Context: an optimization exercise on an open-source flow, tuned for small area, a short achievable clock period and few clock cycles per item. The choices shown serve that exercise and are no tape-out recipe.
Where RTL was checked, it was by simulation tests only, not by an equivalence proof against the original.
Function not checked in runs 2 to 8: the RTL went through the layout flow alone.
Power figures rest on the tool's default switching activity, not on a simulated workload.

==> flow/design.v <==
module s16_decoder (
    input  wire        clk,
    input  wire        rst,         
    input  wire        in_valid,
    output wire        in_ready,
    input  wire [31:0] in_word,
    input  wire        in_first,    
    input  wire [15:0] in_len,      
    output reg         out_valid,
    input  wire        out_ready,
    output reg  [27:0] out_value,
    output reg         out_last
);
    function automatic integer slot_w(input integer s, input integer j);
        begin
            case (s)
                0:  slot_w = (j < 28) ? 1 : 0;
                1:  slot_w = (j < 7) ? 2 : (j < 21) ? 1 : 0;
                2:  slot_w = (j < 7) ? 1 : (j < 14) ? 2 : (j < 21) ? 1 : 0;
                3:  slot_w = (j < 14) ? 1 : (j < 21) ? 2 : 0;
                4:  slot_w = (j < 14) ? 2 : 0;
                5:  slot_w = (j < 1) ? 4 : (j < 9) ? 3 : 0;
                6:  slot_w = (j < 1) ? 3 : (j < 5) ? 4 : (j < 8) ? 3 : 0;
                7:  slot_w = (j < 7) ? 4 : 0;
                8:  slot_w = (j < 4) ? 5 : (j < 6) ? 4 : 0;
                9:  slot_w = (j < 2) ? 4 : (j < 6) ? 5 : 0;
                10: slot_w = (j < 3) ? 6 : (j < 5) ? 5 : 0;
                11: slot_w = (j < 2) ? 5 : (j < 5) ? 6 : 0;
                12: slot_w = (j < 4) ? 7 : 0;
                13: slot_w = (j < 1) ? 10 : (j < 3) ? 9 : 0;
                14: slot_w = (j < 2) ? 14 : 0;
                default: slot_w = (j < 1) ? 28 : 0;
            endcase
        end
    endfunction
    function automatic integer slot_cnt(input integer s);
        integer k;
        begin
            slot_cnt = 0;
            for (k = 0; k < 28; k = k + 1)
                if (slot_w(s, k) != 0)
                    slot_cnt = slot_cnt + 1;
        end
    endfunction
    reg        busy;        
    reg [3:0]  sel;         
    reg [27:0] data;        
    reg [4:0]  slot;        
    reg [15:0] remain;      
    wire [16*28*5-1:0] widths;
    wire [16*5-1:0]    lastslot;
    genvar gs, gj;
    generate
        for (gs = 0; gs < 16; gs = gs + 1) begin : g_sel
            localparam integer C = slot_cnt(gs);
            assign lastslot[gs*5 +: 5] = C[4:0] - 5'd1;
            for (gj = 0; gj < 28; gj = gj + 1) begin : g_slot
                localparam integer W = slot_w(gs, gj);
                assign widths[(gs*28+gj)*5 +: 5] = W[4:0];
            end
        end
    endgenerate
    wire [4:0]  width     = widths[(sel*28 + slot)*5 +: 5];
    wire [27:0] mask      = ~(28'hfffffff << width);
    wire [27:0] value     = data & mask;
    wire        word_done = (slot == lastslot[sel*5 +: 5]) || (remain == 16'd1);
    wire out_free = !out_valid || out_ready;
    wire send     = busy && out_free;
    assign in_ready = !busy;
    wire accept = in_valid && in_ready;
    always @(posedge clk) begin
        if (rst) begin
            busy      <= 1'b0;
            remain    <= 16'd0;
            out_valid <= 1'b0;
        end else begin
            if (out_valid && out_ready)
                out_valid <= 1'b0;
            if (send) begin
                out_valid <= 1'b1;
                out_value <= value;
                out_last  <= (remain == 16'd1);
                remain    <= remain - 16'd1;
                data      <= data >> width;
                slot      <= slot + 5'd1;
                if (word_done)
                    busy <= 1'b0;
            end else if (accept) begin
                busy   <= 1'b1;
                sel    <= in_word[31:28];
                data   <= in_word[27:0];
                slot   <= 5'd0;
                if (in_first)
                    remain <= in_len;
            end
        end
    end
endmodule
==> flow/run.sh <==
#!/bin/bash
# synth_recipe.tcl (not shown) runs the flow's synth.tcl, then flattens the netlist and writes it again
# the make line also repeats each setting of config.mk as NAME=value (left out here)
make -C /OpenROAD-flow-scripts/flow DESIGN_CONFIG=/design/flow/config.mk WORK_HOME=/design/flow/orfs CLKGATE_MAP_FILE= SYNTH_SCRIPT=/design/flow/synth_recipe.tcl finish
==> flow/config.mk <==
export PLATFORM = sky130hd
export DESIGN_NAME = s16_decoder
export DESIGN_NICKNAME = s16_decoder
export VERILOG_FILES = /design/flow/design.v
export SDC_FILE = /design/flow/constraint.sdc
export NUM_CORES = 4
export LEC_CHECK = 0
export CAP_MARGIN = 20
export CORE_MARGIN = 2
export CORE_UTILIZATION = 40
export SLEW_MARGIN = 20
==> flow/constraint.sdc <==
create_clock -name core_clock -period 8.0 [get_ports {clk}]
set_input_delay 1.6000 -clock core_clock [delete_from_list [all_inputs] [get_ports {clk}]]
set_output_delay 1.6000 -clock core_clock [all_outputs]
set_load 0.01 [all_outputs]
==> results of run 1 <==
## metal layers
metal  global-route usage [%]  share of wire (%)  vias up
li1                         -                  -     3059
met1                    33.64                 43     3108
met2                    38.10                 45      362
met3                    5.480                8.3       54
met4                    9.825                3.1        4
met5                        0              0.094        -
## cells in the mapped netlist, types with 6 or more instances
library cell	n
mux2i_1	27
or3_1	7
buf_2	17
a32oi_1	24
a21oi_1	33
a211o_1	8
nand3_1	39
a22o_1	6
dfxtp_1	18
xnor2_1	10
and2_1	39
a22oi_1	7
o211ai_1	31
nand2_1	49
a31oi_1	7
inv_1	19
clkbuf_1	29
o22ai_1	16
ha_1	19
a211oi_1	7
nand2b_1	12
nor3_1	29
edfxtp_1	66
nor2_1	65
o21ai_0	42
a221o_1	6
and3_1	8
## sequential cells by signal, indices dropped and copies added, names as in the netlist
signal and flops:
out_last 1, data 28, remain 16, sel 4
slot 5, busy 1, out_valid 1, out_value 28
## kinds of logic (layout without fill, tap and decap cells)
logic type / Yosys count / in the layout
flops: 84 / 84
xor+xnor: 17 / 17
compound gates: 257 / 257
buf+inv: 76 / 133
mux: 32 / 32
simple gates: 274 / 274
fa+ha+maj: 24 / 24
## through the flow
stage / worst slack (ps) / hold WS, ps / cell area [um2] / power (uW)
after global placement: 1847 / 468.0 / 7767 / 1532
after floorplan: 3330 / 450.9 / 6803 / 1253
after detailed placement: 1630 / 484.9 / 7767 / 1527
after CTS: 1629 / 496.4 / 8063 / 1952
final: 1657 / 495.3 / 8064 / 1970
after global routing: 1340 / 528.0 / 8064 / 2068
## path summary, 6_finish.rpt
check | to | start
worst max register to register | data[0] | sel[1]
worst max-delay path | data[0] | sel[1]
worst min register to register | remain[6] | remain[6]
worst min-delay path | remain[6] | remain[6]
## power by group through the flow
stage	clock, uW	sequential, uW	combinational [uW]
after floorplan	0	557	696
after global placement	0	565	967
after detailed placement	0	566	961
after CTS	430	556	966
after global routing	442	563	1060
final	422	558	990
## worst max-delay path: cells and delay by family (launching register included)
| family | cells | cell delay (ps) |
|---|---|---|
| buf+inv | 3 | 660 |
| mux | 1 | 380 |
| simple gates | 4 | 1140 |
| flops | 1 | 520 |
| compound gates | 5 | 2200 |
| fa+ha+maj | 3 | 1160 |
## layout make-up
type	instances	area, um2	share of cell area, %
Inverter	19	71.32	0.8844
Clock inverter	5	42.54	0.5275
Multi-Input combinational cell	604	4136	51.30
Sequential cell	84	2342	29.05
Tap cell	220	275.3	3.414
Timing Repair Buffer	98	943.4	11.70
Clock buffer	11	252.7	3.134
==> reports/results.tsv, run 1 <==
metric	value	unit
Seq/Total Area, Yosys	34.43	%
proportion of synthesized area in mux cells	5.058	%
hold path cells	2	
post-synthesis compound-gate area fraction	27.57	%
Final Hold Viols	0	
fin cells	1041	
worst rel slew slack	34.79	%
Fillers	1558	
EDFF count, synth	66	
Core Rows	47	
Tmin final	6343	ps
CTS sink count	84	
Worst R2R Path Depth	16	
Slew @ Worst Pin	976.8	ps
Syn. warnings	1	
H-tree depth	3	
die width	134.4	um
crit-path max FO	22	
Synth top area share	29.13	%
GRT overflow	0	
Post-CTS Setup Inserts	0	
fmax	157.7	MHz
Sw Share	43.97	%
Top FF cell, synth	edfxtp_1	
routed vias/inst	6.328	
largest area contributor in the netlist	edfxtp_1	
Simple-Gate Fraction of Synth Area	20.18	%
largest family of logic cells by synthesized area	compound AO/OA/AOI/OAI gates	
Int Pwr	1104	uW
CP endpoint kind	flop	
hold buffers post-CTS	0	
status	finished clean	
DRT Pass-1 Iters	6	
initial core utilization	41.02	%
layout cell share with drive strength beyond 1	7.186	%
Synth Net Count	841	
DP HPWL	15770	um
via count	6587	
Unique masters post-synth	84	
synth top area cells	edfxtp_1 29%, dfxtp_1 5.3%, mux2i_1 4.0%, and2_1 3.6%, nor2_1 3.6%	
RD Place Congestion	0.9255	
number of max-cap violations	0	
hold crit path type	reg -> reg	
Mapped Area	6803	um2
Critical Path AT	6450	ps
Tot GR Track Use	24.69	%
Final setup viols	0	
Seq pwr share	28.3	%
initial antenna violation count	2	
Final Skew	10.86	ps
Core Area	16580	um2
Max stage delay cell, worst path	o32a_1	
Avg Inst Size Synth	8.904	um2
Routed WL per cell	21.35	um
final slew viol count	0	
Post-Synth XOR/XNOR Area	2.630	%
Inst Count DP	1025	
fin crit share	79.29	%
CTS root buf	clkbuf_16	
first-pass GRT wire length	35050	um
# diodes	0	
fraction of registers with async set/reset	0	%
TNS Setup	0	ps
antenna-violating nets left	0	
most common cell after layout, fill and taps aside	clkdlybuf4s50_1	
flop2flop setup slack	1660	ps
Comb pwr share	50.3	%
Syn Inst Count	764	
area share of fa/ha/maj cells after synthesis	4.966	%
final wirelength	22230	um
#FFs+latches synth	84	
PD cells	244.2	nW/um2
Port-buffer cells	83	
vias in the first global route	6310	
Worst-Skew Late Latency	360	ps
sw power	866.0	uW
area added between synthesis and finish	18.54	%
pin count of the biggest net entering global routing	46	
CP max stage delay	860	ps
worst-case clock buffer depth	2	
Reg clk slew, reported paths	70	ps
post_cts resized	0	
CTS tree	done	
Peak VDD IR	0.1273	mV
die area	18070	um2
RSZ-0062 raised after global routing	false	
CP cell instances	inv_1 > fa_1 > inv_1 > ha_1 > ha_1 > a211oi_2 > or2_1 > nand2_2 > a22o_1 > a221oi_1 > o32a_1 > buf_4 > mux2_2 > a22oi_1 > nor3_1 > or3_1	
Die Height	134.4	um
Worst EP required	8100	ps
CP Class	reg -> reg	
Finished Core Util	48.63	%
fin nets	893	
most frequent cells in the layout	83 x clkdlybuf4s50_1, 66 x edfxtp_1, 64 x nor2_1, 49 x nand2_1, 42 x o21ai_0	
Startpoint Class	flop	
DRC viols	0	
Clock power frac	21.4	%
First DRT Iteration DRCs	697	
Top-Level Pins	84	
cts bufs inserted	9	
LEAKAGE	0.002887	uW
Testbench counts, summed over its fixed seeds: cycles 46,631, items 33,203.
==> inputs of run 2 (changes only) <==
==> flow/design.v (replaced) <==
module s16_decoder (
    input  wire        clk,
    input  wire        rst,         
    input  wire        in_valid,
    output wire        in_ready,
    input  wire [31:0] in_word,
    input  wire        in_first,    
    input  wire [15:0] in_len,      
    output reg         out_valid,
    input  wire        out_ready,
    output wire [27:0] out_value,
    output wire        out_last
);
    function automatic integer slot_w(input integer s, input integer j);
        begin
            case (s)
                0:  slot_w = (j < 28) ? 1 : 0;
                1:  slot_w = (j < 7) ? 2 : (j < 21) ? 1 : 0;
                2:  slot_w = (j < 7) ? 1 : (j < 14) ? 2 : (j < 21) ? 1 : 0;
                3:  slot_w = (j < 14) ? 1 : (j < 21) ? 2 : 0;
                4:  slot_w = (j < 14) ? 2 : 0;
                5:  slot_w = (j < 1) ? 4 : (j < 9) ? 3 : 0;
                6:  slot_w = (j < 1) ? 3 : (j < 5) ? 4 : (j < 8) ? 3 : 0;
                7:  slot_w = (j < 7) ? 4 : 0;
                8:  slot_w = (j < 4) ? 5 : (j < 6) ? 4 : 0;
                9:  slot_w = (j < 2) ? 4 : (j < 6) ? 5 : 0;
                10: slot_w = (j < 3) ? 6 : (j < 5) ? 5 : 0;
                11: slot_w = (j < 2) ? 5 : (j < 5) ? 6 : 0;
                12: slot_w = (j < 4) ? 7 : 0;
                13: slot_w = (j < 1) ? 10 : (j < 3) ? 9 : 0;
                14: slot_w = (j < 2) ? 14 : 0;
                default: slot_w = (j < 1) ? 28 : 0;
            endcase
        end
    endfunction
    reg [27:0] data;      
    reg [3:0]  sel;       
    reg [4:0]  slot;      
    reg [15:0] remain;    
    reg [4:0] width;
    reg       lastslot;
    integer s, j;
    always @* begin
        width    = 5'd0;
        lastslot = 1'b0;
        for (s = 0; s < 16; s = s + 1)
            for (j = 0; j < 28; j = j + 1)
                if (sel == s && slot == j) begin
                    width    = slot_w(s, j);
                    lastslot = (slot_w(s, j + 1) == 0);
                end
    end
    wire list_end  = (remain == 16'd1);
    wire word_done = lastslot || list_end;
    assign out_value = data & ~(28'hfffffff << width);
    assign out_last  = list_end;
    wire take = out_valid && out_ready;
    assign in_ready = !out_valid || (out_ready && word_done);
    wire accept = in_valid && in_ready;
    always @(posedge clk) begin
        if (rst) begin
            out_valid <= 1'b0;
            remain    <= 16'd0;
        end else begin
            if (take)
                remain <= remain - 16'd1;
            if (accept) begin
                out_valid <= 1'b1;
                data      <= in_word[27:0];
                sel       <= in_word[31:28];
                slot      <= 5'd0;
                if (in_first)
                    remain <= in_len;
            end else if (take) begin
                if (word_done)
                    out_valid <= 1'b0;
                data <= data >> width;
                slot <= slot + 5'd1;
            end
        end
    end
endmodule
==> run 2 against run 1 <==
Net effect: still clean on timing, DRC and antenna; synthesized cell count is the same; count of clock-buffer cells in the layout fell by 6; critical path depth is 3 lower; total power decreased by 47%; hold slack better by 82 ps; area after synthesis is 8.7% lower; sequential cell count shrank 30; die area fell by 8.4%; core utilization down 0.92 points; final area fell by 10%; sequential power decreased by 32%; critical path type is now reg -> out; critical endpoint is now out_value[0]; largest cell class unchanged.
==> reports/results.tsv, run 2 <==
metric	value	unit
CTS tree	done	
Largest register FFs	28	
Final setup viols	0	
PD cells	143.5	nW/um2
LEAKAGE	0.002584	uW
area of the multi-input gates	4370	um2
WL met3	1938	um
Core Area	15200	um2
highest routed layer	met4	
CP max stage delay	620	ps
Top reg by flops	data	
Synth Net Count	824	
Worst EP required	6400	ps
vias in the first global route	6324	
crit-path max FO	32	
DP HPWL	17790	um
CTS sink count	54	
TNS Setup	0	ps
Final Skew	14.44	ps
Core Rows	45	
CP Class	reg -> out	
initial core utilization	40.87	%
Startpoint Class	flop	
Slew @ Worst Pin	918.4	ps
antenna-violating nets left	0	
CP cell instances	buf_4 > clkinv_1 > ha_1 > inv_1 > o311a_1 > o2111ai_1 > or3_1 > a311o_1 > or2_1 > a21oi_2 > nor3_1 > nor2b_1 > clkdlybuf4s50_1	
Mapped Area	6213	um2
Top FF cell, synth	edfxtp_1	
layout cell share with drive strength beyond 1	8.712	%
Die Height	128.6	um
Port-buffer cells	83	
FF/Latch Area	1451	um2
first-pass GRT wire length	36800	um
cts bufs inserted	5	
largest area contributor in the netlist	edfxtp_1	
fin nets	874	
final wirelength	23720	um
Routed WL per cell	23.65	um
Peak VDD IR	0.09104	mV
Post-CTS Setup Inserts	0	
Tot GR Track Use	28.69	%
#FFs+latches synth	54	
number of max-cap violations	0	
CTS root buf	clkbuf_16	
GRT overflow	0	
most frequent cells in the layout	83 x clkdlybuf4s50_1, 74 x nor2_1, 64 x mux2i_1, 63 x nand2_1	
Worst-Skew Late Latency	320	ps
RSZ-0062 raised after global routing	false	
fin crit share	86.86	%
First DRT Iteration DRCs	866	
pin count of the biggest net entering global routing	36	
initial antenna violation count	0	
worst-case clock buffer depth	2	
worst rel slew slack	38.63	%
Top-Level Pins	84	
EDFF count, synth	37	
die width	128.6	um
final slew viol count	0	
top flop regs	data (28), remain (16), slot (5)	
Synth top area share	17.88	%
# diodes	0	
CP endpoint kind	output pin	
Tmin final	6949	ps
synth top area cells	edfxtp_1 18%, mux2i_1 10%, dfxtp_1 5.5%, nor2_1 4.5%, nand2_1 3.8%	
fin cells	1003	
Inst Count DP	994	
Syn Inst Count	764	
Avg Inst Size Synth	8.133	um2
Max stage delay cell, worst path	a311o_1	
most common cell after layout, fill and taps aside	clkdlybuf4s50_1	
commonest cells in the netlist	74 x nor2_1, 64 x mux2i_1, 63 x nand2_1	
status	finished clean	
Seq/Total Area, Yosys	23.36	%
Reg clk slew, reported paths	80	ps
hold buffers post-CTS	0	
via count	6650	
Fillers	1513	
Met1 Wirelength	10710	um
fraction of registers with async set/reset	0	%
die area	16550	um2
post_cts resized	0	
DRC viols	0	
routed vias/inst	6.630	
Syn. warnings	1	
WL met2	10500	um
area added between synthesis and finish	16.71	%
Critical Path AT	5350	ps
most common cell in the netlist	nor2_1	
DRT Pass-1 Iters	6	
RD Place Congestion	1.032	
fmax	143.9	MHz
Unique masters post-synth	97	
hold crit path type	reg -> reg	
Final Hold Viols	0	
H-tree depth	2	
hold slack	577.3	ps
==> run 2: cells by family after synthesis <==
logic type	count (synthesis)	synth area share, %
flops	54	23.36
compound gates	218	26.08
simple gates	309	26.28
buf+inv	77	6.605
xor+xnor	18	2.537
mux	81	13.73
fa+ha+maj	7	1.410
==> run 2: layer usage <==
| layer | up-vias | track usage, % |
|---|---|---|
| li1 | 3003 | - |
| met1 | 3174 | 41.69 |
| met2 | 410 | 43.84 |
| met3 | 63 | 4.699 |
| met4 | 0 | 8.504 |
| met5 | - | 0 |
==> run 2: critical path, delay by kind of cell, from the launching register on <==
kind | cells | cell delay (ps)
AO/OA/AOI/OAI | 4 | 1650
flip-flops | 1 | 330
AND/OR/NAND/NOR | 4 | 1190
buffers and inverters | 4 | 1440
adder cells (fa/ha/maj) | 1 | 400
==> run 2: metrics by stage <==
step | area [um2] | power [uW] | util, % | setup WS, ps
after floorplan | 6213 | 657.8 | - | 2599
after global placement | 7083 | 793.9 | 46.59 | 1585
after detailed placement | 7083 | 792.3 | 46.59 | 1533
after CTS | 7237 | 1035 | 47.60 | 1169
after global routing | 7252 | 1093 | 47.70 | 796.6
final | 7252 | 1041 | 47.70 | 1051
==> run 2: final timing paths <==
| path | endpoint | slack, ps | cells after the start | start |
|---|---|---|---|---|
| min reg2reg | remain[1] | 580 | 2 | remain[1] |
| min | remain[1] | 580 | 2 | remain[1] |
| max reg2reg | data[20] | 2300 | 14 | slot[4] |
| max | out_value[0] | 1050 | 13 | slot[4] |
==> run 2: cell type report <==
cell class | count | area share [%]
clock buffers | 5 | 1.725
repair buffers | 100 | 13.32
well taps | 188 | 3.244
inverters | 20 | 1.035
clock inverters | 3 | 0.3968
flip-flops and latches | 54 | 20.01
multi-input cells | 633 | 60.27
==> run 2: report_power, final <==
part | total [uW] | switching (uW) | internal (uW)
clock network | 240 | 120 | 120
registers | 380 | 43.9 | 336
logic | 420 | 247 | 173
total | 1040 | 411 | 630
==> inputs of run 3 (changes only) <==
--- a/flow/design.v
+++ b/flow/design.v
@@ -38,17 +38,14 @@
     reg [4:0]  slot;      
     reg [15:0] remain;    
-    reg [4:0] width;
-    reg       lastslot;
-    integer s, j;
-    always @* begin
-        width    = 5'd0;
-        lastslot = 1'b0;
-        for (s = 0; s < 16; s = s + 1)
-            for (j = 0; j < 28; j = j + 1)
-                if (sel == s && slot == j) begin
-                    width    = slot_w(s, j);
-                    lastslot = (slot_w(s, j + 1) == 0);
-                end
-    end
+    function automatic [4:0] slot_cnt(input [3:0] s);
+        case (s)
+            0: slot_cnt = 28;  1: slot_cnt = 21;  2: slot_cnt = 21;  3: slot_cnt = 21;
+            4: slot_cnt = 14;  5: slot_cnt = 9;   6: slot_cnt = 8;   7: slot_cnt = 7;
+            8: slot_cnt = 6;   9: slot_cnt = 6;   10: slot_cnt = 5;  11: slot_cnt = 5;
+            12: slot_cnt = 4;  13: slot_cnt = 3;  14: slot_cnt = 2;  default: slot_cnt = 1;
+        endcase
+    endfunction
+    wire [4:0] width    = slot_w(sel, slot);
+    wire       lastslot = (slot == slot_cnt(sel) - 5'd1);
     wire list_end  = (remain == 16'd1);
     wire word_done = lastslot || list_end;
--- a/flow/config.mk
+++ b/flow/config.mk
@@ -6,6 +6,8 @@
 export NUM_CORES = 4
 export LEC_CHECK = 0
+export ABC_CLOCK_PERIOD_IN_PS = 3500
 export CAP_MARGIN = 20
 export CORE_MARGIN = 2
 export CORE_UTILIZATION = 40
+export SETUP_SLACK_MARGIN = 4.5
 export SLEW_MARGIN = 20
==> run 3 against run 2 <==
Net effect: still clean; sequential cell count is 5 higher; area after synthesis decreased by 20%; final area is 1.6% higher; clock power increased by 58%; total power grew 8.4%; largest cell class unchanged.
==> reports/results.tsv, run 3 <==
metric	value	unit
pin count of the biggest net entering global routing	40	
CP Launch Point	slot[4]	
CP Class	reg -> out	
Syn. warnings	1	
initial antenna violation count	0	
Startpoint Class	flop	
Slew @ Worst Pin	788.9	ps
crit path buf inv count	1	
Core Rows	40	
routed vias/inst	5.920	
worst rel slew slack	47.12	%
Tmin final	4205	ps
final slew viol count	0	
Synth Net Count	605	
GRT overflow	0	
CTS sink count	59	
fraction of registers with async set/reset	0	%
Worst EP required	6400	ps
via count	5227	
Port-buffer cells	83	
hold slack	501.3	ps
Unique masters post-synth	81	
Synth top area share	22.35	%
Top FF cell, synth	edfxtp_1	
LEAKAGE	0.002932	uW
Post-Place Worst Slack	2593	ps
RSZ-0062 raised after global routing	true	
most common cell after layout, fill and taps aside	buf_4	
Top reg by flops	data	
Final setup viols	0	
CP max stage delay	570	ps
commonest cells in the netlist	47 x nand2_1, 45 x nor2_1, 37 x edfxtp_1	
fin cells	883	
Core Area	12060	um2
flop2flop setup slack	4520	ps
DRT Pass-1 Iters	5	
Max stage delay cell, worst path	or4b_4	
CP endpoint kind	output pin	
fin nets	769	
Worst R2R Path Depth	13	
first-pass GRT wire length	26650	um
Avg Inst Size Synth	9.088	um2
status	finished clean	
Fillers	1006	
CTS root buf	clkbuf_16	
DRC viols	0	
final wirelength	17330	um
# diodes	0	
#FFs+latches synth	59	
vias in the first global route	5119	
Mapped Area	4971	um2
hold buffers post-CTS	0	
most common cell in the netlist	nand2_1	
H-tree depth	3	
hold path cells	2	
crit-path max FO	5	
Seq/Total Area, Yosys	31.21	%
Final Hold Viols	0	
Syn Inst Count	547	
Largest register FFs	28	
PD cells	153.2	nW/um2
die area	13340	um2
most frequent cells in the layout	78 x buf_4, 51 x clkdlybuf4s50_1, 44 x nor2_1, 44 x buf_6, 43 x nand2_1	
area added between synthesis and finish	48.20	%
largest area contributor in the netlist	edfxtp_1	
fmax	237.8	MHz
hold crit path type	reg -> reg	
area of the multi-input gates	3516	um2
die width	115.5	um
Peak VDD IR	0.1103	mV
Critical Path AT	2600	ps
RD Place Congestion	0.9367	
Finished Core Util	61.08	%
setup ws final	3795	ps
FF/Latch Area	1556	um2
top flop regs	data (28), remain (16)	
initial core utilization	41.21	%
Crit path max-delay family	simple AND/OR/NAND/NOR gates	
Final Skew	8.706	ps
Routed WL per cell	19.63	um
Worst-Skew Late Latency	330	ps
TNS Setup	0	ps
Reg clk slew, reported paths	50	ps
Die Height	115.5	um
worst-case clock buffer depth	2	
cts bufs inserted	9	
Crit Reg-Reg Startpoint	slot[0]	
Top-Level Pins	84	
synth top area cells	edfxtp_1 22%, dfxtp_1 8.9%, mux2i_1 5.8%, xnor2_1 3.7%, nand2_1 3.5%	
Inst Count DP	762	
reg2reg end	data[2]	
First DRT Iteration DRCs	426	
Tot GR Track Use	25.63	%
DP HPWL	10660	um
number of max-cap violations	0	
CP cell instances	or4b_4 > a21oi_4 > a22oi_1 > o2111a_2 > or2_4 > nand2_8 > nor3_4 > nor2b_1 > buf_2	
fin crit share	52.56	%
layout cell share with drive strength beyond 1	36.78	%
EDFF count, synth	37	
CTS tree	done	
worst hold path endpoint	remain[6]	
hold wc startpoint	remain[6]	
antenna-violating nets left	0	
-- run 3: changes by cell type after synthesis, moves of 9 or more --
cell,change
a21oi_1,-27
clkbuf_1,-9
mux2i_1,-35
nand2_1,-16
nor2_1,-29
nor3_1,-16
o21ai_0,-9
xnor2_1,+9
-- run 3: repair_timing --
item	in CTS	in global routing
pin swaps	32	25
cloned	3	0
gates resized for setup	197	56
endpoints found under the setup margin	104	93
buffers inserted	82	21
hold endpoints to repair	0	0
-- run 3: layer usage --
| layer | global-route usage [%] | vias up | share of wire (%) |
|---|---|---|---|
| met5 | 0 | - | 0 |
| met4 | 11.00 | 0 | 3.2 |
| met3 | 3.347 | 44 | 7.0 |
| met1 | 32.82 | 2518 | 41 |
| met2 | 43.51 | 257 | 48 |
| li1 | - | 2408 | - |
-- run 3: where the power goes --
part	leakage (uW)	internal, uW	switching [uW]
logic	0.00226	177	189
registers	0.000531	358	24.8
clock network	0.000140	227	152
total	0.00293	763	366
-- run 3: kinds of logic (layout without fill, tap and decap cells) --
group / count (synthesis) / count (layout) / share of synthesized area [%]
compound gates: 151 / 151 / 23.86
xor+xnor: 26 / 26 / 4.581
fa+ha+maj: 6 / 6 / 1.460
buf+inv: 51 / 217 / 6.418
flops: 59 / 59 / 31.21
mux: 40 / 40 / 8.558
simple gates: 214 / 216 / 23.91
-- run 3: worst reg2reg max path, stage by stage, from the launching register on --
cell      delay, ps
edfxtp_1        420
buf_6           160
buf_4           140
nor3_2          200
nor3_1          100
o311ai_4        370
nand3_4         140
nor2_4          190
buf_12          130
buf_6           200
mux2_2          400
o2bb2a_1        320
a32oi_1         300
o21ai_1         140
-- run 3: per-stage QoR --
stage / area (um2) / total power, uW
5_1_grt: 7367 / 1173
2_1_floorplan: 5071 / 591.1
4_1_cts: 6985 / 1096
3_5_place_dp: 5842 / 666.6
6_report: 7367 / 1128
3_3_place_gp: 5842 / 663.0
-- run 3: cell type report --
type	count	share of cell area, %
clock inverter	5	0.4925
tap	168	2.853
sequential	59	21.13
clock buffer	10	3.397
timing repair buffer	191	23.85
inverter	11	0.5605
multi-input combinational	439	47.72
-- run 3: how the worst max path moves through the flow --
stage,to,depth (start not counted)
2_1_floorplan,out_value[4],11
3_3_place_gp,out_value[0],9
5_1_grt,out_value[4],11
6_report,out_value[1],9
3_5_place_dp,out_value[0],9
4_1_cts,out_value[4],9
==> inputs of run 4 (changes only) <==
--- a/flow/design.v
+++ b/flow/design.v
@@ -9,6 +9,6 @@
     output reg         out_valid,
     input  wire        out_ready,
-    output wire [27:0] out_value,
-    output wire        out_last
+    output reg  [27:0] out_value,
+    output reg         out_last
 );
     function automatic integer slot_w(input integer s, input integer j);
@@ -34,8 +34,11 @@
         end
     endfunction
+    reg        busy;      
     reg [27:0] data;      
+    reg [3:0]  wp;        
     reg [3:0]  sel;       
     reg [4:0]  slot;      
-    reg [15:0] remain;    
+    reg [15:0] rc;        
+    reg        fresh;
     function automatic [4:0] slot_cnt(input [3:0] s);
         case (s)
@@ -46,34 +49,53 @@
         endcase
     endfunction
-    wire [4:0] width    = slot_w(sel, slot);
-    wire       lastslot = (slot == slot_cnt(sel) - 5'd1);
-    wire list_end  = (remain == 16'd1);
-    wire word_done = lastslot || list_end;
-    assign out_value = data & ~(28'hfffffff << width);
-    assign out_last  = list_end;
-    wire take = out_valid && out_ready;
-    assign in_ready = !out_valid || (out_ready && word_done);
-    wire accept = in_valid && in_ready;
+    wire [4:0] wb = slot_w(sel, slot);
+    wire       lb = (slot == slot_cnt(sel) - 5'd1);
+    wire [4:0] wa = slot_w(in_word[31:28], 0);
+    wire       la = (in_word[31:28] == 4'd15);
+    wire out_free = !out_valid || out_ready;
+    assign in_ready = !busy;
+    wire accept = in_valid && !busy;
+    wire go     = out_free && (busy || in_valid);
+    wire load   = accept && in_first;
+    wire [27:0] t  = data >> wp;
+    wire [27:0] va = in_word[27:0] & ~(28'hfffffff << wa);
+    wire [27:0] vb = t & ~(28'hfffffff << wb);
+    wire rc_one   = fresh ? (rc == 16'd1) : (rc == 16'd2);
+    wire list_end = load ? (in_len == 16'd1) : rc_one;
+    wire word_end = list_end || (busy ? lb : la);
     always @(posedge clk) begin
         if (rst) begin
+            busy      <= 1'b0;
             out_valid <= 1'b0;
-            remain    <= 16'd0;
         end else begin
-            if (take)
-                remain <= remain - 16'd1;
-            if (accept) begin
+            if (out_ready)
+                out_valid <= 1'b0;
+            if (go) begin
                 out_valid <= 1'b1;
-                data      <= in_word[27:0];
-                sel       <= in_word[31:28];
-                slot      <= 5'd0;
-                if (in_first)
-                    remain <= in_len;
-            end else if (take) begin
-                if (word_done)
-                    out_valid <= 1'b0;
-                data <= data >> width;
-                slot <= slot + 5'd1;
+                out_value <= busy ? vb : va;
+                out_last  <= list_end;
+                busy      <= !word_end;
+            end else if (accept) begin
+                busy      <= 1'b1;
             end
         end
+        if (!busy) begin
+            data <= in_word[27:0];
+            sel  <= in_word[31:28];
+            wp   <= go ? wa[3:0] : 4'd0;
+            slot <= go ? 5'd1 : 5'd0;
+        end else if (go) begin
+            data <= t;
+            wp   <= wb[3:0];
+            slot <= slot + 5'd1;
+        end
+        if (load)
+            rc <= in_len;
+        else if (go && !fresh)
+            rc <= rc - 16'd1;
+        if (go)
+            fresh <= 1'b0;
+        else if (load)
+            fresh <= 1'b1;
     end
 endmodule
--- a/flow/config.mk
+++ b/flow/config.mk
@@ -6,8 +6,8 @@
 export NUM_CORES = 4
 export LEC_CHECK = 0
-export ABC_CLOCK_PERIOD_IN_PS = 3500
+export ABC_CLOCK_PERIOD_IN_PS = 3000
 export CAP_MARGIN = 20
 export CORE_MARGIN = 2
 export CORE_UTILIZATION = 40
-export SETUP_SLACK_MARGIN = 4.5
+export SETUP_SLACK_MARGIN = 5
 export SLEW_MARGIN = 20
==> run 4 against run 3 <==
Net effect: highest routed layer unchanged; combinational power is 61% higher; routed wire length rose by 8.7%; die area up 30%; final area grew 7.5%; first-iteration DRC count up 52%; non-clock buffer count down 94; count of clock-buffer cells in the layout is the same; via count rose by 7.1%; fmax up 44%; global-route usage shrank 4.3 points; critical path depth fell by 3; setup slack improved by 1300 ps.
==> reports/results.tsv, run 4 <==
metric	value	unit
reg2reg end	out_value[9]	
#FFs+latches synth	94	
EDFF count, synth	86	
CTS tree	done	
Synth Net Count	714	
Reg clk slew, reported paths	70	ps
Tmin final	2929	ps
Finished Core Util	49.67	%
PD cells	221.8	nW/um2
First DRT Iteration DRCs	646	
Tot GR Track Use	21.33	%
hold slack	524.5	ps
Final Hold Viols	0	
TNS Setup	0	ps
CTS root buf	clkbuf_16	
Port-buffer cells	83	
GRT overflow	0	
RD Place Congestion	0.9033	
top flop regs	data (28), out_value (28), rc (16)	
via count	5596	
fin nets	780	
Peak VDD IR	0.1127	mV
Avg Inst Size Synth	10.07	um2
first-pass GRT wire length	29140	um
Critical Path AT	3010	ps
hold buffers post-CTS	0	
worst rel slew slack	49.41	%
H-tree depth	3	
LEAKAGE	0.002775	uW
most common cell after layout, fill and taps aside	edfxtp_1	
cts bufs inserted	9	
Core Area	15940	um2
worst-case clock buffer depth	2	
most frequent cells in the layout	86 x edfxtp_1, 79 x clkdlybuf4s50_1, 74 x nand2_1, 60 x nor2_1, 36 x o21ai_0	
Die Height	131.8	um
vias in the first global route	5259	
DRT Pass-1 Iters	6	
Worst EP required	8080	ps
fraction of registers with async set/reset	0	%
Worst R2R Path Depth	6	
Inst Count DP	913	
commonest cells in the netlist	86 x edfxtp_1, 75 x nand2_1, 61 x nor2_1	
CP endpoint	out_value[11]	
Mapped Area	6535	um2
Startpoint Class	input pin	
Slew @ Worst Pin	758.9	ps
final slew viol count	0	
CTS sink count	94	
Worst-Skew Late Latency	350	ps
# diodes	0	
most common cell in the netlist	edfxtp_1	
Unique masters post-synth	77	
antenna-violating nets left	0	
CP endpoint kind	flop	
hold wc startpoint	fresh	
Top FF cell, synth	edfxtp_1	
Top-Level Pins	84	
final wirelength	18840	um
CP Launch Point	in_word[30]	
Fillers	1495	
die area	17380	um2
largest area contributor in the netlist	edfxtp_1	
Total Power	1756	uW
flop2flop setup slack	5100	ps
RSZ-0062 raised after global routing	true	
synth top area cells	edfxtp_1 40%, mux4_2 8.6%, nand2_1 4.3%, mux2i_1 3.7%, nor2_1 3.5%	
crit-path max FO	16	
Synth top area share	39.52	%
Syn Inst Count	649	
pin count of the biggest net entering global routing	48	
Core Rows	46	
area added between synthesis and finish	21.18	%
fin cells	936	
Routed WL per cell	20.12	um
layout cell share with drive strength beyond 1	12.64	%
status	finished clean	
routed vias/inst	5.979	
Crit Reg-Reg Startpoint	slot[0]	
initial antenna violation count	0	
die width	131.8	um
Final Skew	10.67	ps
initial core utilization	40.99	%
fin crit share	36.61	%
Final setup viols	0	
CP Class	in -> reg	
number of max-cap violations	0	
Seq/Total Area, Yosys	41.97	%
DRC viols	0	
hold crit path type	reg -> reg	
fmax	341.4	MHz
DP HPWL	13390	um
Syn. warnings	1	
run 4: cell types whose count changed after synthesis, moves of 14 or more:
cell      change
a21oi_1      +22
and2_1       -17
clkbuf_1     +14
dfxtp_1      -14
edfxtp_1     +49
mux4_2       +24
nand2_1      +28
nor2_1       +16
o21ai_0      +19
run 4: metal layers:
metal | GRT usage, % | routed length, um
met2 | 35.57 | 9236
met3 | 4.498 | 1152
met1 | 28.17 | 8129
met4 | 6.099 | 318
met5 | 0 | 0
run 4: layout make-up:
class	instances	area, um2	area share [%]
clock buffer	10	229.0	2.891
clock inverter	6	85.08	1.074
inverter	21	78.83	0.9954
multi-input combinational	492	3588	45.32
sequential	94	2743	34.63
tap	216	270.3	3.413
timing repair buffer	97	924.6	11.68
run 4: worst min-delay path by stage:
stage	depth (start not counted)	end	slack [ps]
detailed placement	2	fresh	510
floorplan	2	fresh	480
finish	2	fresh	520
global route	2	fresh	540
CTS	2	fresh	520
global placement	2	fresh	510
run 4: power breakdown:
part | leakage [uW] | switching (uW) | total (uW) | internal, uW
Clock | 0.000152 | 191 | 465 | 274
Sequential | 0.000953 | 77.8 | 703 | 625
Combinational | 0.00167 | 314 | 588 | 274
Total | 0.00278 | 583 | 1760 | 1170
run 4: repair_timing:
action                     CTS  global route
buffers inserted             0             6
cloned                       0             1
hold endpoints to repair     0             0
resized for setup           21            14
setup endpoints to repair   44            18
pin swaps                    2             4
run 4: critical path: stages:
cell	delay, ps
clkdlybuf4s15_2	320
a21oi_1	330
a31oi_1	110
and2_1	240
nor2_1	270
o22ai_1	140
run 4: kinds of logic (layout without fill, tap and decap cells):
family,Yosys count,after routing,share of synthesized area [%]
and+or+nand+nor,239,240,18.27
buffers and inverters,64,134,4.480
AOI/OAI and AO/OA,160,160,16.24
adders and majority gates,12,12,2.297
DFF,94,94,41.97
muxes,57,57,13.67
xor gates and xnor gates,23,23,3.083
run 4: stage by stage:
step / setup WS (ps) / cell area, um2
after floorplan: 4913 / 6548
after global placement: 4116 / 7493
after detailed placement: 4051 / 7493
after CTS: 4953 / 7834
after global routing: 4973 / 7919
final: 5071 / 7919
==> inputs of run 5 (changes only) <==
==> flow/flow/run.sh (new file) <==
#!/bin/bash
set -euo pipefail
bash standard.sh "BUFFER_PORTS_ARGS=-buffer_cell sky130_fd_sc_hd__buf_1" "SETUP_SLACK_MARGIN=5.5" finish > standard.log 2>&1
==> flow/standard.sh (new file) <==
#!/bin/bash
# synth_recipe.tcl (not shown) runs the flow's synth.tcl, then flattens the netlist and writes it again
# the make line also repeats each setting of config.mk as NAME=value (left out here)
make -C /OpenROAD-flow-scripts/flow DESIGN_CONFIG=/design/flow/config.mk WORK_HOME=/design/flow/orfs CLKGATE_MAP_FILE= SYNTH_SCRIPT=/design/flow/synth_recipe.tcl "${@:-finish}"
--- a/flow/config.mk
+++ b/flow/config.mk
@@ -6,8 +6,8 @@
 export NUM_CORES = 4
 export LEC_CHECK = 0
-export ABC_CLOCK_PERIOD_IN_PS = 3000
 export CAP_MARGIN = 20
 export CORE_MARGIN = 2
-export CORE_UTILIZATION = 40
-export SETUP_SLACK_MARGIN = 5
+export CORE_UTILIZATION = 65
+export CTS_BUF_LIST = sky130_fd_sc_hd__clkbuf_8
+export CTS_CLUSTER_SIZE = 30
 export SLEW_MARGIN = 20
removed: flow/run.sh
==> run 5 against run 4 <==
Net effect: routed wire length rose by 0.47%; clock power fell by 23%; combinational power rose by 13%; sequential cell count did not move; sequential power fell by 2%; hold slack improved by 18 ps.
==> reports/results.tsv, run 5 <==
metric	value	unit
Peak VDD IR	0.1461	mV
final wirelength	18930	um
fin nets	829	
# diodes	0	
fin crit share	33.40	%
hold slack	542.6	ps
Top FF cell, synth	edfxtp_1	
Reg clk slew, reported paths	100	ps
LEAKAGE	0.002953	uW
Core Area	9774	um2
Tmin final	2672	ps
DRC viols	0	
worst-case clock buffer depth	2	
TNS Setup	0	ps
Unique masters post-synth	77	
H-tree depth	3	
synth top area cells	edfxtp_1 40%, mux4_2 8.6%, nand2_1 4.3%, mux2i_1 3.7%, nor2_1 3.5%	
Synth top area share	39.52	%
vias in the first global route	5506	
Top-Level Pins	84	
Final Hold Viols	0	
most common cell in the netlist	edfxtp_1	
Fillers	618	
Core Rows	36	
Synth Net Count	714	
hold path cells	2	
Syn. warnings	1	
Final setup viols	0	
final slew viol count	0	
area of the multi-input gates	3919	um2
Worst R2R Path Depth	7	
fraction of registers with async set/reset	0	%
Worst-Skew Late Latency	370	ps
FF/Latch Area	2748	um2
Port-buffer cells	83	
Int Pwr	1104	uW
number of max-cap violations	0	
status	finished clean	
initial core utilization	66.86	%
CP Class	in -> reg	
Total Power	1716	uW
initial antenna violation count	0	
Seq pwr share	40.3	%
area added between synthesis and finish	23.63	%
first-pass GRT wire length	28780	um
EDFF count, synth	86	
worst rel slew slack	47.77	%
hold buffers post-CTS	0	
Die Height	104.3	um
Routed WL per cell	20.98	um
RD Place Congestion	0.9096	
layout cell share with drive strength beyond 1	27.31	%
Critical Path AT	2790	ps
Mapped Area	6535	um2
First DRT Iteration DRCs	593	
#FFs+latches synth	94	
Startpoint Class	input pin	
die area	10870	um2
cts bufs inserted	9	
Sw Share	35.66	%
DRT Pass-1 Iters	5	
commonest cells in the netlist	86 x edfxtp_1, 75 x nand2_1, 61 x nor2_1	
RSZ-0062 raised after global routing	true	
Clock power frac	21.0	%
most frequent cells in the layout	86 x edfxtp_1, 73 x nand2_1, 58 x buf_4, 55 x nor2_1, 55 x buf_1	
routed vias/inst	6.702	
CP endpoint kind	flop	
Syn Inst Count	649	
CTS root buf	clkbuf_8	
DP HPWL	11760	um
die width	104.3	um
CTS sink count	94	
setup ws final	5328	ps
top flop regs	data (28), out_value (28), rc (16)	
Final Skew	6.668	ps
crit-path max FO	10	
CTS tree	done	
fmax	374.2	MHz
largest area contributor in the netlist	edfxtp_1	
Avg Inst Size Synth	10.07	um2
Tot GR Track Use	33.73	%
Worst EP required	8120	ps
Seq/Total Area, Yosys	41.97	%
GRT overflow	0	
Post-Place Worst Slack	4242	ps
most common cell after layout, fill and taps aside	edfxtp_1	
Slew @ Worst Pin	776.2	ps
PD cells	212.4	nW/um2
antenna-violating nets left	0	
sw power	611.9	uW
via count	6045	
hold crit path type	reg -> reg	
Comb pwr share	38.7	%
pin count of the biggest net entering global routing	38	
==> run 5: cell count changes in the layout (fill, tap and decap cells not counted), moves of 5 or more <==
cell | before | now
buf_1 | 0 | 55
buf_4 | 15 | 58
clkbuf_16 | 9 | 0
clkbuf_2 | 1 | 22
clkbuf_8 | 0 | 9
clkdlybuf4s50_1 | 79 | 0
nor2_1 | 60 | 55
o21ai_0 | 36 | 30
o21ai_2 | 0 | 6
==> run 5: cell families (layout without fill, tap and decap cells) <==
group / Yosys count / after routing / share of synthesized area [%]
adder cells (fa/ha/maj): 12 / 12 / 2.297
AND/OR/NAND/NOR: 239 / 240 / 18.27
flip-flops: 94 / 94 / 41.97
buffers and inverters: 64 / 183 / 4.480
XOR/XNOR: 23 / 23 / 3.083
AO/OA/AOI/OAI: 160 / 160 / 16.24
multiplexers: 57 / 57 / 13.67
==> run 5: metal layers <==
layer  part of all wire, %  track usage [%]
met1                    37            43.57
met2                    50            57.05
met3                   9.8            6.516
met4                   3.2            11.78
met5                     0                0
==> run 5: area by class of cell <==
cell class	count	area share [%]
Timing Repair Buffer	146	11.51
Clock buffer	9	1.533
Multi-Input combinational cell	492	48.51
Tap cell	133	2.060
Inverter	21	1.193
Clock inverter	7	1.193
Sequential cell	94	34.01
==> run 5: final timing paths <==
check	from	endpoint	slack (ps)
hold reg to reg	fresh	fresh	540
setup reg to reg	slot[0]	out_value[4]	5450
hold / removal	fresh	fresh	540
setup / recovery	in_word[28]	out_value[4]	5330
==> run 5: stage by stage <==
step,std cells,util [%],area (um2)
final,902,82.65,8079
after global routing,902,82.65,8079
after global placement,827,71.94,7032
after detailed placement,827,71.94,7032
after CTS,869,78.49,7672
after floorplan,649,-,6761
==> run 5: critical path, stage by stage <==
cell and delay, ps:
buf_12 120, inv_2 60, ha_1 190, nand2b_4 140, a21oi_2 160, a31o_4 160
o21ai_2 80, o211ai_1 180, o31ai_1 100
==> run 5: what timing repair did <==
| item | 4_1_cts | 5_1_grt |
|---|---|---|
| setup buffers | 24 | 33 |
| pin swaps | 13 | 15 |
| resized for setup | 50 | 48 |
| gates cloned | 2 | 0 |
| setup endpoints to repair | 110 | 58 |
==> run 5: power groups by stage <==
stage | registers (uW) | clock network [uW] | logic, uW
6_report | 692 | 360 | 664
5_1_grt | 698 | 378 | 712
4_1_cts | 696 | 359 | 594
3_5_place_dp | 721 | 0 | 532
3_3_place_gp | 715 | 0 | 520
2_1_floorplan | 678 | 0 | 443
==> inputs of run 6 (changes only) <==
--- a/flow/design.v
+++ b/flow/design.v
@@ -41,14 +41,6 @@
     reg [15:0] rc;        
     reg        fresh;
-    function automatic [4:0] slot_cnt(input [3:0] s);
-        case (s)
-            0: slot_cnt = 28;  1: slot_cnt = 21;  2: slot_cnt = 21;  3: slot_cnt = 21;
-            4: slot_cnt = 14;  5: slot_cnt = 9;   6: slot_cnt = 8;   7: slot_cnt = 7;
-            8: slot_cnt = 6;   9: slot_cnt = 6;   10: slot_cnt = 5;  11: slot_cnt = 5;
-            12: slot_cnt = 4;  13: slot_cnt = 3;  14: slot_cnt = 2;  default: slot_cnt = 1;
-        endcase
-    endfunction
     wire [4:0] wb = slot_w(sel, slot);
-    wire       lb = (slot == slot_cnt(sel) - 5'd1);
+    wire       lb = (slot_w(sel, slot + 5'd1) == 0);
     wire [4:0] wa = slot_w(in_word[31:28], 0);
     wire       la = (in_word[31:28] == 4'd15);
==> flow/run.sh (new file) <==
#!/bin/bash
# synth_recipe.tcl (not shown) runs the flow's synth.tcl, then flattens the netlist and writes it again
# the make line also repeats each setting of config.mk as NAME=value (left out here)
make -C /OpenROAD-flow-scripts/flow DESIGN_CONFIG=/design/flow/config.mk WORK_HOME=/design/flow/orfs CLKGATE_MAP_FILE= SYNTH_SCRIPT=/design/flow/synth_recipe.tcl finish
--- a/flow/config.mk
+++ b/flow/config.mk
@@ -8,6 +8,5 @@
 export CAP_MARGIN = 20
 export CORE_MARGIN = 2
-export CORE_UTILIZATION = 65
-export CTS_BUF_LIST = sky130_fd_sc_hd__clkbuf_8
-export CTS_CLUSTER_SIZE = 30
+export CORE_UTILIZATION = 40
+export SETUP_SLACK_MARGIN = 5
 export SLEW_MARGIN = 20
removed: flow/flow/run.sh
removed: flow/standard.sh
==> run 6 against run 5 <==
Net effect: still clean on timing, DRC and antenna; setup slack got worse by 320 ps; fmax decreased by 11%; register-to-register slack got worse by 240 ps; final cell count increased by 7.9%; hold slack got worse by 63 ps; area after synthesis increased by 2.0%; total power increased by 2.0%; highest routed layer unchanged.
==> reports/results.tsv, run 6 <==
metric	value	unit
status	finished clean	
Startpoint Class	input pin	
placed instance area	7602	um2
most common cell in the netlist	edfxtp_1	
CTS sink count	89	
antenna-violating nets left	0	
Syn. warnings	1	
pin count of the biggest net entering global routing	47	
Fillers	1537	
TNS Setup	0	ps
Total Power	1751	uW
RSZ-0062 raised after global routing	false	
setup ws final	5003	ps
synth top area cells	edfxtp_1 39%, mux4_2 8.8%, o21ai_0 4.2%, nand2_1 3.7%, nor2_1 3.2%	
RD Place Congestion	0.9184	
worst-case clock buffer depth	2	
initial antenna violation count	0	
most frequent cells in the layout	86 x edfxtp_1, 78 x clkdlybuf4s50_1, 65 x nand2_1, 55 x o21ai_0, 54 x nor2_1	
#FFs+latches synth	89	
vias in the first global route	5699	
hold buffers post-CTS	0	
die area	17720	um2
Syn Inst Count	693	
Final Hold Viols	0	
hold crit path type	reg -> reg	
number of max-cap violations	0	
Int Pwr	1116	uW
Top FF cell, synth	edfxtp_1	
Comb pwr share	36.8	%
FF/Latch Area	2643	um2
top flop regs	data (28), out_value (28), rc (16)	
CTS tree	done	
Critical Path AT	3090	ps
Max stage delay cell, worst path	a32oi_2	
cts bufs inserted	9	
first-pass GRT wire length	31850	um
Unique masters post-synth	69	
CP max stage delay	280	ps
sw power	635.2	uW
DP HPWL	14050	um
area of the multi-input gates	3780	um2
CP Class	in -> reg	
crit-path max FO	9	
Mapped Area	6668	um2
Tmin final	2997	ps
LEAKAGE	0.002814	uW
First DRT Iteration DRCs	570	
Seq pwr share	39.7	%
die width	133.1	um
# diodes	0	
Final Skew	9.777	ps
hold path cells	2	
Sw Share	36.28	%
GRT overflow	0	
PD cells	217.7	nW/um2
Peak VDD IR	0.1050	mV
area added between synthesis and finish	20.62	%
Slew @ Worst Pin	935.1	ps
Core Rows	47	
Tot GR Track Use	22.75	%
Avg Inst Size Synth	9.621	um2
Synth Net Count	756	
layout cell share with drive strength beyond 1	13.68	%
final wirelength	20140	um
via count	6024	
fmax	333.7	MHz
Top-Level Pins	84	
EDFF count, synth	86	
fin nets	811	
routed vias/inst	6.191	
H-tree depth	3	
fin crit share	37.46	%
initial core utilization	40.49	%
DRC viols	0	
most common cell after layout, fill and taps aside	edfxtp_1	
final slew viol count	0	
Synth top area share	38.73	%
fraction of registers with async set/reset	0	%
largest area contributor in the netlist	edfxtp_1	
DRT Pass-1 Iters	6	
Core Area	16470	um2
Worst-Skew Late Latency	360	ps
Seq/Total Area, Yosys	39.63	%
Clock power frac	23.6	%
worst rel slew slack	37.66	%
Worst R2R Path Depth	6	
Die Height	133.1	um
Routed WL per cell	20.70	um
Post-Place Worst Slack	4056	ps
Port-buffer cells	83	
Final setup viols	0	
CTS root buf	clkbuf_16	
CP endpoint kind	flop	
commonest cells in the netlist	86 x edfxtp_1, 65 x nand2_1, 56 x nor2_1, 56 x o21ai_0, 38 x a21oi_1	
CP cell instances	clkbuf_4 > inv_1 > ha_2 > nand3_1 > a32oi_2 > nand2_1 > o211ai_1 > and2_1 > a22oi_1	
Reg clk slew, reported paths	70	ps
Worst EP required	8090	ps
Post-Layout Inst Area	8043	um2
[run 6: metrics by stage]
| stage | hold slack [ps] | std cells | util, % |
|---|---|---|---|
| CTS | 482.3 | 968 | 48.33 |
| global route | 504.5 | 973 | 48.85 |
| detailed placement | 472.9 | 948 | 46.17 |
| global placement | 464.8 | 948 | 46.17 |
| finish | 479.1 | 973 | 48.85 |
| floorplan | 453.6 | 693 | - |
[run 6: worst paths after layout]
path	from	endpoint	slack [ps]
max	in_word[28]	out_value[4]	5000
min	fresh	fresh	480
max reg2reg	sel[2]	out_value[9]	5210
min reg2reg	fresh	fresh	480
[run 6: kinds of logic (layout without fill, tap and decap cells)]
logic type	Yosys count	in the layout	share of synthesized area, %
XOR/XNOR	15	15	1.970
multiplexers	57	57	13.68
AO/OA/AOI/OAI	199	199	19.50
buffers and inverters	84	143	5.179
AND/OR/NAND/NOR	239	240	18.16
flip-flops	89	89	39.63
adder cells (fa/ha/maj)	10	10	1.877
[run 6: power by group through the flow]
stage	Clock [uW]	Combinational, uW	Sequential [uW]
final	413	643	695
after global routing	433	702	704
after CTS	417	621	696
after detailed placement	0	611	706
after global placement	0	606	702
after floorplan	0	466	660
[run 6: area by class of cell]
cell class,instances,area share (%)
sequential,89,32.86
inverter,28,1.307
clock buffer,9,2.800
multi-input combinational,521,47.00
tap,220,3.423
timing repair buffer,99,11.93
clock inverter,7,0.6845
[run 6: critical path, delay by kind of cell]
family | cells | cell delay [ps]
compound gates | 3 | 550
fa+ha+maj | 1 | 210
buf+inv | 2 | 290
simple gates | 3 | 430
[run 6: metal layers]
metal	share of wire [%]	vias to the layer above	global-route usage, %
met5	0	-	0
met4	2.7	0	7.033
met3	5.8	41	3.995
met2	49	272	37.19
met1	42	2950	31.10
li1	-	2761	-
[run 6: what timing repair did]
item,CTS,global route
gates cloned,1,0
pin swaps,3,1
resized for setup,24,12
setup endpoints to repair,83,37
buffers inserted,3,5
hold endpoints to repair,0,0
==> inputs of run 7 (changes only) <==
--- a/flow/design.v
+++ b/flow/design.v
@@ -41,8 +41,24 @@
     reg [15:0] rc;        
     reg        fresh;
-    wire [4:0] wb = slot_w(sel, slot);
-    wire       lb = (slot_w(sel, slot + 5'd1) == 0);
-    wire [4:0] wa = slot_w(in_word[31:28], 0);
-    wire       la = (in_word[31:28] == 4'd15);
+    reg [4:0] wb, wa;
+    reg       lb, la;
+    integer s, j;
+    always @* begin
+        wb = 5'd0;
+        lb = 1'b0;
+        for (s = 0; s < 16; s = s + 1)
+            for (j = 0; j < 28; j = j + 1)
+                if (sel == s && slot == j) begin
+                    wb = slot_w(s, j);
+                    lb = (slot_w(s, j + 1) == 0);
+                end
+        wa = 5'd0;
+        la = 1'b0;
+        for (s = 0; s < 16; s = s + 1)
+            if (in_word[31:28] == s) begin
+                wa = slot_w(s, 0);
+                la = (slot_w(s, 1) == 0);
+            end
+    end
     wire out_free = !out_valid || out_ready;
     assign in_ready = !busy;
--- a/flow/config.mk
+++ b/flow/config.mk
@@ -9,4 +9,3 @@
 export CORE_MARGIN = 2
 export CORE_UTILIZATION = 40
-export SETUP_SLACK_MARGIN = 5
 export SLEW_MARGIN = 20
==> run 7 against run 6 <==
Net effect: core utilization shrank 1.1 points; via count grew 11%; critical path depth shrank 1; final cell count grew 8.7%; global-route usage grew 1.6 points; setup slack lost 900 ps; total power shrank 3.2%; sequential power shrank 6.5%; synthesized cell count grew 12%; routed wire length grew 11%; clock skew grew 1.6 ps; first-iteration DRC count grew 40%; critical path type is now reg -> reg; critical endpoint is now out_value[0]; largest cell class unchanged; largest power group unchanged.
==> reports/results.tsv, run 7 <==
metric	value	unit
CTS sink count	89	
Crit path max-delay family	compound AO/OA/AOI/OAI gates	
H-tree depth	3	
Sw Share	36.30	%
Mapped Area	6960	um2
fin nets	889	
RD Place Congestion	1.023	
CP endpoint kind	flop	
Worst-Skew Late Latency	350	ps
Fillers	1625	
Critical Path AT	4000	ps
Avg Inst Size Synth	8.935	um2
Syn. warnings	1	
Unique masters post-synth	87	
Routed WL per cell	21.15	um
Core Rows	48	
area added between synthesis and finish	17.81	%
cts bufs inserted	9	
first-pass GRT wire length	34840	um
LEAKAGE	0.002904	uW
PD cells	206.6	nW/um2
placed instance area	7895	um2
Seq pwr share	38.4	%
Seq/Total Area, Yosys	37.97	%
Comb pwr share	35.7	%
top flop regs	data (28), out_value (28), rc (16)	
Slew @ Worst Pin	898.5	ps
Startpoint Class	flop	
Worst EP required	8100	ps
fin crit share	48.72	%
#FFs+latches synth	89	
routed vias/inst	6.303	
# diodes	0	
area of the multi-input gates	3955	um2
Post-Place Worst Slack	3791	ps
Clock power frac	25.9	%
Reg clk slew, reported paths	70	ps
antenna-violating nets left	0	
Syn Inst Count	779	
flop2flop setup slack	4100	ps
CTS tree	done	
GRT overflow	0	
initial antenna violation count	0	
TNS Setup	0	ps
Top FF cell, synth	edfxtp_1	
Post-CTS Setup Inserts	0	
layout cell share with drive strength beyond 1	9.244	%
Synth Net Count	840	
CTS root buf	clkbuf_16	
synth top area cells	edfxtp_1 37%, nand2_1 5.3%, mux4_2 4.5%, a21oi_1 3.7%, nor2_1 3.7%	
number of max-cap violations	0	
Peak VDD IR	0.1336	mV
worst rel slew slack	40.03	%
largest area contributor in the netlist	edfxtp_1	
via count	6669	
die area	18470	um2
status	finished clean	
worst-case clock buffer depth	2	
post_cts resized	0	
crit path buf inv count	0	
most frequent cells in the layout	98 x nand2_1, 86 x edfxtp_1, 83 x clkdlybuf4s50_1, 67 x nor2_1, 52 x a21oi_1	
Core Area	17180	um2
DP HPWL	16490	um
die width	135.9	um
EDFF count, synth	86	
hold buffers post-CTS	0	
vias in the first global route	6254	
Final Skew	11.34	ps
Die Height	135.9	um
CP cell instances	nor2b_1 > a32oi_2 > and3_1 > and4_1 > o311ai_2 > o21ai_1 > a211o_1 > a21o_1	
CP Class	reg -> reg	
Final Hold Viols	0	
Max stage delay cell, worst path	edfxtp_1	
fraction of registers with async set/reset	0	%
initial core utilization	40.52	%
FF/Latch Area	2643	um2
commonest cells in the netlist	98 x nand2_1, 86 x edfxtp_1, 68 x nor2_1	
pin count of the biggest net entering global routing	51	
DRC viols	0	
crit-path max FO	25	
Post-Layout Inst Area	8200	um2
Tmin final	3898	ps
fmax	256.6	MHz
final slew viol count	0	
Tot GR Track Use	24.33	%
CP max stage delay	930	ps
sw power	615.0	uW
hold crit path type	reg -> reg	
DRT Pass-1 Iters	5	
setup ws final	4102	ps
most common cell in the netlist	nand2_1	
Port-buffer cells	83	
final wirelength	22380	um
Final setup viols	0	
Synth top area share	37.10	%
Int Pwr	1079	uW
First DRT Iteration DRCs	800	
RSZ-0062 raised after global routing	false	
Top-Level Pins	84	
most common cell after layout, fill and taps aside	nand2_1	
## run 7: cell count changes after synthesis, sizes merged, moves of 8 or more
cell    delta
nand2     +32
nand3     +17
a21oi     +14
mux4      -12
nor2      +12
o211ai    +11
or3        +8
## run 7: layer usage
layer  track usage (%)  share of wire, %
met4             7.350               2.2
met1             33.27                42
met5                 0                 0
met3             3.990               7.3
met2             39.67                48
## run 7: final timing paths
kind | start | to | depth (start not counted)
worst max register to register | slot[3] | out_value[0] | 8
worst min register to register | fresh | fresh | 2
worst min-delay path | fresh | fresh | 2
worst max-delay path | slot[3] | out_value[0] | 8
## run 7: cells by family (layout without fill, tap and decap cells)
kind of cell / count (synthesis) / after routing / synth area share, %
xor+xnor: 14 / 14 / 1.762
mux: 38 / 38 / 8.089
simple gates: 313 / 313 / 22.42
buf+inv: 84 / 138 / 5.321
fa+ha+maj: 8 / 8 / 1.438
flops: 89 / 89 / 37.97
compound gates: 233 / 233 / 23.01
## run 7: through the flow
stage                     hold slack [ps]  total power, uW  instances  util, %
after CTS                           530.7             1689       1058    47.73
after detailed placement            521.2             1249       1042    45.96
final                               523.2             1694       1058    47.74
after global routing                589.8             1776       1058    47.74
after global placement              506.2             1249       1042    45.96
after floorplan                     483.3             1065        779        -
## run 7: power groups by stage
stage	logic (uW)	clock network [uW]	registers, uW
finish	605	439	650
global route	653	466	657
CTS	594	446	648
detailed placement	590	0	658
global placement	593	0	655
floorplan	431	0	634
## run 7: layout make-up
type                    count  share of cell area (%)
multi-input cells         606                   48.23
flip-flops and latches     89                   32.22
repair buffers             94                   11.14
well taps                 225                   3.433
clock buffers              10                   2.792
inverters                  28                   1.282
clock inverters             6                  0.9002
## run 7: worst reg2reg max path: cells and delay by family (launching register included)
kind / cells / cell delay [ps]
compound gates: 5 / 1530
flops: 1 / 930
simple gates: 3 / 1210
==> inputs of run 8 (changes only) <==
==> flow/design.v (replaced) <==
module s16_decoder (
    input  wire        clk,
    input  wire        rst,         
    input  wire        in_valid,
    output wire        in_ready,
    input  wire [31:0] in_word,
    input  wire        in_first,    
    input  wire [15:0] in_len,      
    output reg         out_valid,
    input  wire        out_ready,
    output wire [27:0] out_value,
    output wire        out_last
);
    function automatic [4:0] width_from_end(input [3:0] s, input [4:0] l);
        begin
            case (s)
                0:  width_from_end = (l < 28) ? 1 : 0;
                1:  width_from_end = (l < 14) ? 1 : (l < 21) ? 2 : 0;
                2:  width_from_end = (l < 7) ? 1 : (l < 14) ? 2 : (l < 21) ? 1 : 0;
                3:  width_from_end = (l < 7) ? 2 : (l < 21) ? 1 : 0;
                4:  width_from_end = (l < 14) ? 2 : 0;
                5:  width_from_end = (l < 8) ? 3 : (l < 9) ? 4 : 0;
                6:  width_from_end = (l < 3) ? 3 : (l < 7) ? 4 : (l < 8) ? 3 : 0;
                7:  width_from_end = (l < 7) ? 4 : 0;
                8:  width_from_end = (l < 2) ? 4 : (l < 6) ? 5 : 0;
                9:  width_from_end = (l < 4) ? 5 : (l < 6) ? 4 : 0;
                10: width_from_end = (l < 2) ? 5 : (l < 5) ? 6 : 0;
                11: width_from_end = (l < 3) ? 6 : (l < 5) ? 5 : 0;
                12: width_from_end = (l < 4) ? 7 : 0;
                13: width_from_end = (l < 2) ? 9 : (l < 3) ? 10 : 0;
                14: width_from_end = (l < 2) ? 14 : 0;
                default: width_from_end = (l < 1) ? 28 : 0;
            endcase
        end
    endfunction
    function automatic [4:0] slots_less_one(input [3:0] s);
        begin
            case (s)
                0:  slots_less_one = 27;
                1, 2, 3: slots_less_one = 20;
                4:  slots_less_one = 13;
                5:  slots_less_one = 8;
                6:  slots_less_one = 7;
                7:  slots_less_one = 6;
                8, 9: slots_less_one = 5;
                10, 11: slots_less_one = 4;
                12: slots_less_one = 3;
                13: slots_less_one = 2;
                14: slots_less_one = 1;
                default: slots_less_one = 0;
            endcase
        end
    endfunction
    reg [27:0] data;      
    reg [3:0]  sel;       
    reg [4:0]  left;      
    reg [15:0] remain;    
    wire [4:0] width     = width_from_end(sel, left);
    wire       list_end  = (remain == 16'd1);
    wire       word_done = (left == 5'd0) || list_end;
    assign out_value = data & ~(28'hfffffff << width);
    assign out_last  = list_end;
    wire take = out_valid && out_ready;
    assign in_ready = !out_valid || (out_ready && word_done);
    wire accept = in_valid && in_ready;
    always @(posedge clk) begin
        if (rst) begin
            out_valid <= 1'b0;
        end else if (accept) begin
            out_valid <= 1'b1;
        end else if (take && word_done) begin
            out_valid <= 1'b0;
        end
        if (accept) begin
            data <= in_word[27:0];
            sel  <= in_word[31:28];
            left <= slots_less_one(in_word[31:28]);
        end else if (take) begin
            data <= data >> width[3:0];
            left <= left - 5'd1;
        end
        if (accept && in_first)
            remain <= in_len;
        else if (take)
            remain <= remain - 16'd1;
    end
endmodule
--- a/flow/config.mk
+++ b/flow/config.mk
@@ -9,3 +9,4 @@
 export CORE_MARGIN = 2
 export CORE_UTILIZATION = 40
+export SETUP_SLACK_MARGIN = 4.5
 export SLEW_MARGIN = 20
==> run 8 against run 7 <==
Net effect: routed wire length decreased by 19%; global-route usage increased by 4.0 points; total power decreased by 25%; synthesized cell count decreased by 30%; still clean; sequential share of layout area decreased by 11 points; final area decreased by 9.4%; core utilization increased by 17 points; count of clock-buffer cells in the layout decreased by 5.
==> reports/results.tsv, run 8 <==
metric	value	unit
Unique masters post-synth	71	
layout cell share with drive strength beyond 1	35.58	%
commonest cells in the netlist	61 x nand2_1, 53 x edfxtp_1, 49 x nor2_1	
number of max-cap violations	0	
CP Class	reg -> out	
top flop regs	data (28), remain (16), left (5)	
die area	12800	um2
Core Rows	39	
Port-buffer cells	83	
EDFF count, synth	53	
GRT overflow	0	
final slew viol count	0	
die width	113.1	um
most common cell in the netlist	nand2_1	
Slew @ Worst Pin	686.8	ps
CP endpoint kind	output pin	
final wirelength	18150	um
CP max stage delay	540	ps
cts bufs inserted	5	
hold slack	550.8	ps
Worst-Skew Late Latency	310	ps
First DRT Iteration DRCs	518	
Synth top area share	33.41	%
Syn Inst Count	547	
Top reg by flops	data	
worst-case clock buffer depth	2	
PD cells	170.7	nW/um2
Die Height	113.1	um
initial antenna violation count	0	
hold crit path type	reg -> reg	
status	finished clean	
# diodes	0	
fin cells	871	
antenna-violating nets left	0	
initial core utilization	41.36	%
area added between synthesis and finish	55.90	%
fraction of registers with async set/reset	0	%
via count	5301	
Routed WL per cell	20.84	um
vias in the first global route	5220	
Mapped Area	4763	um2
pin count of the biggest net entering global routing	34	
#FFs+latches synth	54	
Final Hold Viols	0	
first-pass GRT wire length	28670	um
CP cell instances	or3_4 > a311oi_4 > a221oi_4 > buf_4 > nand4_1 > buf_4 > nor2_4 > buf_4 > buf_6 > nor3_4 > buf_2	
Inst Count DP	735	
H-tree depth	2	
most common cell after layout, fill and taps aside	buf_4	
Most common cell on crit path	buf_4	
Core Area	11520	um2
Avg Inst Size Synth	8.708	um2
Peak VDD IR	0.1294	mV
Total Power	1268	uW
Startpoint Class	flop	
Post-Place Worst Slack	2300	ps
CTS sink count	54	
DRC viols	0	
fin crit share	52.93	%
CTS tree	done	
RD Place Congestion	0.9502	
LEAKAGE	0.003153	uW
DRT Pass-1 Iters	16	
Syn. warnings	1	
Critical Path AT	2630	ps
TNS Setup	0	ps
crit-path max FO	7	
hold buffers post-CTS	0	
CTS root buf	clkbuf_16	
Worst EP required	6400	ps
hold path cells	2	
Tmin final	4234	ps
DP HPWL	10710	um
Seq/Total Area, Yosys	33.83	%
Fillers	937	
worst rel slew slack	53.03	%
RSZ-0062 raised after global routing	true	
Max stage delay cell, worst path	edfxtp_1	
Synth Net Count	603	
largest area contributor in the netlist	edfxtp_1	
most frequent cells in the layout	91 x buf_4, 54 x nand2_1, 53 x edfxtp_1, 52 x clkdlybuf4s50_1, 47 x buf_6	
Top-Level Pins	84	
routed vias/inst	6.086	
Final setup viols	0	
setup ws final	3766	ps
fmax	236.2	MHz
fin nets	783	
Reg clk slew, reported paths	70	ps
Top FF cell, synth	edfxtp_1	
Tot GR Track Use	28.37	%
Largest register FFs	28	
Worst R2R Path Depth	12	
synth top area cells	edfxtp_1 33%, mux2i_1 9.5%, nand2_1 4.8%, a21oi_1 4.0%, nor2_1 3.9%	
Final Skew	9.181	ps
==> run 8: cell count changes after synthesis, sizes merged, moves of 18 or more <==
cell and change:
nor2 -19, nand3 -28, o21ai -37, and2 +18, nand2 -37, edfxtp -33
mux2i +28
==> run 8: cells by family (layout without fill, tap and decap cells) <==
| logic type | Yosys count | in the layout | share of synthesized area, % |
|---|---|---|---|
| compound gates | 159 | 159 | 23.43 |
| xor+xnor | 20 | 20 | 3.677 |
| fa+ha+maj | 3 | 3 | 0.7881 |
| buf+inv | 58 | 238 | 6.383 |
| flops | 54 | 54 | 33.83 |
| mux | 51 | 51 | 10.93 |
| simple gates | 202 | 203 | 20.96 |
==> run 8: timing repair <==
item	in CTS	in global routing
resized for setup	205	65
cloned	5	1
setup endpoints to repair	91	46
buffers inserted	103	19
pin swaps	33	11
==> run 8: per-stage QoR <==
stage	util [%]	cell area, um2
after floorplan	-	4905
after global placement	49.24	5670
after detailed placement	49.24	5670
after CTS	60.70	6990
after global routing	64.48	7426
final	64.48	7426
==> run 8: path summary, 6_finish.rpt <==
kind / to / from / slack [ps]
max reg2reg: data[2] / left[2] / 4540
max: out_value[9] / sel[0] / 3770
min: out_valid / out_valid / 550
min reg2reg: out_valid / out_valid / 550
==> run 8: area by class of cell <==
class                   count  area (um2)  area share (%)
clock buffers               5       125.1           1.685
clock inverters             3       47.55          0.6403
inverters                  13       48.80          0.6571
multi-input cells         436        3311           44.58
flip-flops and latches     54        1612           21.70
well taps                 143       178.9           2.409
repair buffers            217        2103           28.32
==> run 8: metal layers <==
layer | up-vias | GRT usage [%] | share of wire, %
met5 | - | 0 | 0
met4 | 0 | 8.943 | 3.5
met3 | 71 | 7.981 | 10
met2 | 317 | 43.55 | 44
met1 | 2490 | 38.86 | 42
li1 | 2423 | - | -
==> run 8: critical path, delay by kind of cell, from the launching register on <==
kind | cells | cell delay (ps)
DFF | 1 | 540
buffers and inverters | 5 | 680
and+or+nand+nor | 4 | 690
AOI/OAI and AO/OA | 2 | 400
==> run 8: power breakdown <==
group          switching [uW]  leakage (uW)  internal (uW)
registers                53.0      0.000517            366
clock network             114     0.0000844            150
logic                     299       0.00255            286
total                     466       0.00315            802

Re-timed with assumed drivers on the ports (clkbuf_16 on the clock, buf_2 on other inputs), run 8 has 3.726 ns of setup slack against 3.766 ns with ideal ports, and 4.071 ns once port delays also move by the mid clock arrival of 0.345 ns.
